This is an optimization exercise on Yosys and OpenROAD, whose aim is small area, a short achievable clock period and few clock cycles per item, not a production implementation.
In this exercise RTL edits were held to simulation tests only and were not proved equivalent to the original.

==> flow/design.v (excerpt) <==
module tone_core (
    input  wire        clk,
    input  wire        rst,
    input  wire        in_valid,
    output wire        in_ready,
    input  wire [1:0]  op,           
    input  wire [15:0] sample,
    input  wire [31:0] now,
    output reg         out_valid,
    output reg         emit_valid,
    output wire [11:0] emit12,
    output wire [7:0]  emitq,
    output reg         cand_valid,
    output reg  [10:0] cand,
    output reg         retuned,
    output wire [10:0] freq_o,
    output wire [11:0] wave12_o
);
    reg        rdy;           
    reg        rdy_o;         
    reg        v0;
    reg [1:0]  op0;
    reg [11:0] s0;            
    reg [31:0] n0;
    assign in_ready = rdy_o;
    always @(posedge clk) begin
        if (rst) v0 <= 1'b0;
        else if (rdy) v0 <= in_valid;
        if (rdy) begin
            op0 <= op;
            s0  <= sample[11:0] | {12{|sample[15:12]}};
            n0  <= now;
        end
    end
    reg [31:0] last_ts;
    reg [10:0] freq;
    reg [31:0] upd_ts;
    wire go = v0 & rdy;       
    wire [11:0] s12 = s0;
    wire mc_t1, mc_t2;
    ha_x u_mc_t1 (.a(~s12[7]), .b(s12[4]), .s(mc_t1), .co(mc_t2));
    wire mc_t3, mc_t4;
    ha_x u_mc_t3 (.a(~s12[8]), .b(s12[5]), .s(mc_t3), .co(mc_t4));
    wire mc_t5, mc_t6;
    ha_x u_mc_t5 (.a(~s12[9]), .b(s12[6]), .s(mc_t5), .co(mc_t6));
    wire mc_t7, mc_t8;
    ha_x u_mc_t7 (.a(~s12[10]), .b(s12[7]), .s(mc_t7), .co(mc_t8));
    wire mc_t9, mc_t10;
    ha_x u_mc_t9 (.a(~s12[11]), .b(s12[8]), .s(mc_t9), .co(mc_t10));
    wire mc_t11, mc_t12;
    ha_x u_mc_t11 (.a(s12[9]), .b(s12[5]), .s(mc_t11), .co(mc_t12));
    wire mc_t13, mc_t14;
  ...
For scale: about 2800 cells after synthesis, about 330 flip-flops, ~28000 µm² of cells after synthesis.
==> flow/config.mk <==
export PLATFORM = sky130hd
export DESIGN_NAME = tone_core
export DESIGN_NICKNAME = tone_core
export VERILOG_FILES = /design/flow/design.v
export SDC_FILE = /design/flow/constraint.sdc
export NUM_CORES = 4
export LEC_CHECK = 0
export CAP_MARGIN = 20
export CORE_MARGIN = 2
export CORE_UTILIZATION = 55
export SLEW_MARGIN = 20
export SYNTH_HIERARCHICAL = 1
export SYNTH_MEMORY_MAX_BITS = 16384
==> flow/constraint.sdc <==
create_clock -name core_clock -period 45.0 [get_ports {clk}]
set_input_delay 9.0000 -clock core_clock [delete_from_list [all_inputs] [get_ports {clk}]]
set_output_delay 9.0000 -clock core_clock [all_outputs]
set_load 0.01 [all_outputs]
standard.sh (not shown) runs the stock make flow with config.mk's settings and CLKGATE_MAP_FILE= SYNTH_SCRIPT=/design/flow/synth_recipe.tcl, a recipe that flattens the netlist after the stock synthesis.
==> flow/flow/run.sh <==
#!/bin/bash
# The standard layout with two changes: plain buf_1 cells as the port buffers
# that the standard flow inserts at every input and output, and clock tree
# synthesis without dummy loads.
set -euo pipefail
bash standard.sh finish \
  "BUFFER_PORTS_ARGS=-buffer_cell sky130_fd_sc_hd__buf_1" \
  "CTS_ARGS=-sink_clustering_enable -repair_clock_nets -dont_use_dummy_load" \
  > orfs_make.log 2>&1
Testbench counts at the start, summed over its fixed seeds: cycles 24,336, items 24,000.
Next try:
==> flow/flow/run.sh (replaced) <==
#!/bin/bash
# The standard layout with two changes: plain buf_1 cells as the port buffers
# that the standard flow inserts at every input and output, and clock tree
# synthesis with larger sink clusters and without dummy loads.
set -euo pipefail
bash standard.sh finish \
  "BUFFER_PORTS_ARGS=-buffer_cell sky130_fd_sc_hd__buf_1" \
  "CTS_ARGS=-sink_clustering_enable -sink_clustering_size 30 -sink_clustering_max_diameter 100 -repair_clock_nets -dont_use_dummy_load" \
  > orfs_make.log 2>&1
Outcome:
- The new run finished clean
- worst setup slack improves by 0.021 ns
- count of clock-buffer cells in the layout goes down by 21
- routed wire length goes down by 0.80%
- utilization goes down by 1.1 points
- final area goes down by 1.8%

* * *

tone_core, a different RTL version from the one above (not shown whole).
Size in the first run: roughly 110 I/O pins, ~0.028 mm2 of cells after synthesis.
make LEC_CHECK=0 CAP_MARGIN=20 CORE_MARGIN=2 CORE_UTILIZATION=40 SLEW_MARGIN=20 SYNTH_HIERARCHICAL=1 SYNTH_MEMORY_MAX_BITS=16384 finish   # period 45.0 ns
run.sh (not shown) runs the stock make flow with config.mk's settings and CLKGATE_MAP_FILE= SYNTH_SCRIPT=/design/flow/synth_recipe.tcl, a recipe that flattens the netlist after the stock synthesis.
Stock flow here: none of the scripts above is used.
Testbench counts at the start, summed over its fixed seeds: cycles 24,336, items 24,000.
Next try:
==> flow/flow/run.sh (new file) <==
#!/bin/bash
# The standard layout, with plain buf_1 cells as the port buffers that the
# standard flow inserts at every input and output.
set -euo pipefail
bash standard.sh finish "BUFFER_PORTS_ARGS=-buffer_cell sky130_fd_sc_hd__buf_1" > orfs_make.log 2>&1
==> flow/standard.sh (new file) <==
#!/bin/bash
# synth_recipe.tcl (not shown) runs the flow's synth.tcl, then flattens the netlist and writes it again
# the make line also repeats each setting of config.mk as NAME=value (left out here)
make -C /OpenROAD-flow-scripts/flow DESIGN_CONFIG=/design/flow/config.mk WORK_HOME=/design/flow/orfs CLKGATE_MAP_FILE= SYNTH_SCRIPT=/design/flow/synth_recipe.tcl "${@:-finish}"
removed: flow/run.sh
The changed run completed without violations.
Setup slack is better by 0.13 ns.
Register-to-register slack got worse by 0.46 ns.
Cell area drops by 2.2%.
First-iteration DRC count came out higher by 1.6%.
Synthesized area does not change.

* * *

03-02:
tone_core, a different RTL version from the one above (not shown whole).
For scale: roughly 2800 cells after synthesis, about 330 flip-flops, roughly 0.027 mm² of cells after synthesis.
clock: 45.0 ns
lec_check: 0
cap_margin: 20
core_margin: 2
core_utilization: 55
slew_margin: 20
synth_hierarchical: 1
synth_memory_max_bits: 16384
standard.sh (not shown) runs the stock make flow with config.mk's settings and CLKGATE_MAP_FILE= SYNTH_SCRIPT=/design/flow/synth_recipe.tcl, a recipe that flattens the netlist after the stock synthesis.
==> flow/flow/run.sh <==
#!/bin/bash
# The standard layout with two changes: plain buf_1 cells as the port buffers
# that the standard flow inserts at every input and output, and clock tree
# synthesis with larger sink clusters and without dummy loads.
set -euo pipefail
bash standard.sh finish \
  "BUFFER_PORTS_ARGS=-buffer_cell sky130_fd_sc_hd__buf_1" \
  "CTS_ARGS=-sink_clustering_enable -sink_clustering_size 30 -sink_clustering_max_diameter 100 -repair_clock_nets -dont_use_dummy_load" \
  > orfs_make.log 2>&1
03-02 finished every step from synthesis to the final layout, and the layout passed the timing, design-rule and antenna checks.
Testbench counts of 03-02, summed over its fixed seeds: cycles 24,336, items 24,000.
Input-level comparison between 05-23 and 03-02:
diff --git a/flow/flow/run.sh b/flow/flow/run.sh
--- a/flow/flow/run.sh
+++ b/flow/flow/run.sh
@@ -7,3 +7,3 @@
   "BUFFER_PORTS_ARGS=-buffer_cell sky130_fd_sc_hd__buf_1" \
-  "CTS_ARGS=-sink_clustering_enable -sink_clustering_size 30 -sink_clustering_max_diameter 100 -repair_clock_nets -dont_use_dummy_load" \
+  "CTS_ARGS=-sink_clustering_enable -sink_clustering_size 25 -sink_clustering_max_diameter 100 -repair_clock_nets -dont_use_dummy_load" \
   > orfs_make.log 2>&1
Notes after the runs:
- On multi-input logic portion of the cell area, 03-02 tracks 05-23 almost exactly.
- 05-23 -> 03-02: flip-flop and latch share of the layout cell area flat
- Comparing 05-23 and 03-02, the lower detailed route wirelength on metal2 was measured on 03-02.
- Compared with 03-02, 05-23 shows a higher average detailed-routed wire length per instance.
- [compare] base=03-02 new=05-23: number of global-route vias before repair went up about 0.5%; arrival time of the worst setup path neither gained nor lost much; clock-buffer cell count increased by 2 relative to the old numbers; worst hold slack higher.

==> port drivers added, routing unchanged <==
Ports are ideal in the flow. The routed layouts listed here were re-timed in OpenROAD.
Step 1 sets driving cells, clkbuf_16 on the clock port and buf_2 on the other inputs (assumed; they add their load-dependent delay and slew).
Step 2 moves the port delays by t, midway between the first and last clock arrival at a register: inputs arrive t later, outputs are due t later. That takes back most of the time a late clock gives input paths.
a / b / c = ideal ports / drivers / drivers and shift; a / b = the first two.
run | t (ns) | slack for setup (ns) | worst setup path at the end
the first run of note 1 | 0.593 | 34.881 / 34.822 / 34.629 | input to register
the second run of note 1 | 0.575 | 34.902 / 34.842 / 34.668 | input to register
the first run of note 2 | 0.633 | 34.499 / 34.438 / 34.198 | input to register
the second run of note 2 | 0.628 | 34.624 / 34.624 / 34.106 | input to register
03-02 | 0.586 | 34.933 / 34.874 / 35.067 | input to register
05-23 | 0.589 | 34.921 / 34.862 / 35.049 | input to register
After both steps every run listed still meets setup and hold. For the second run of note 2, which loses most, drivers alone change the setup slack by 0.000 ns; drivers and shift together by -0.518 ns.
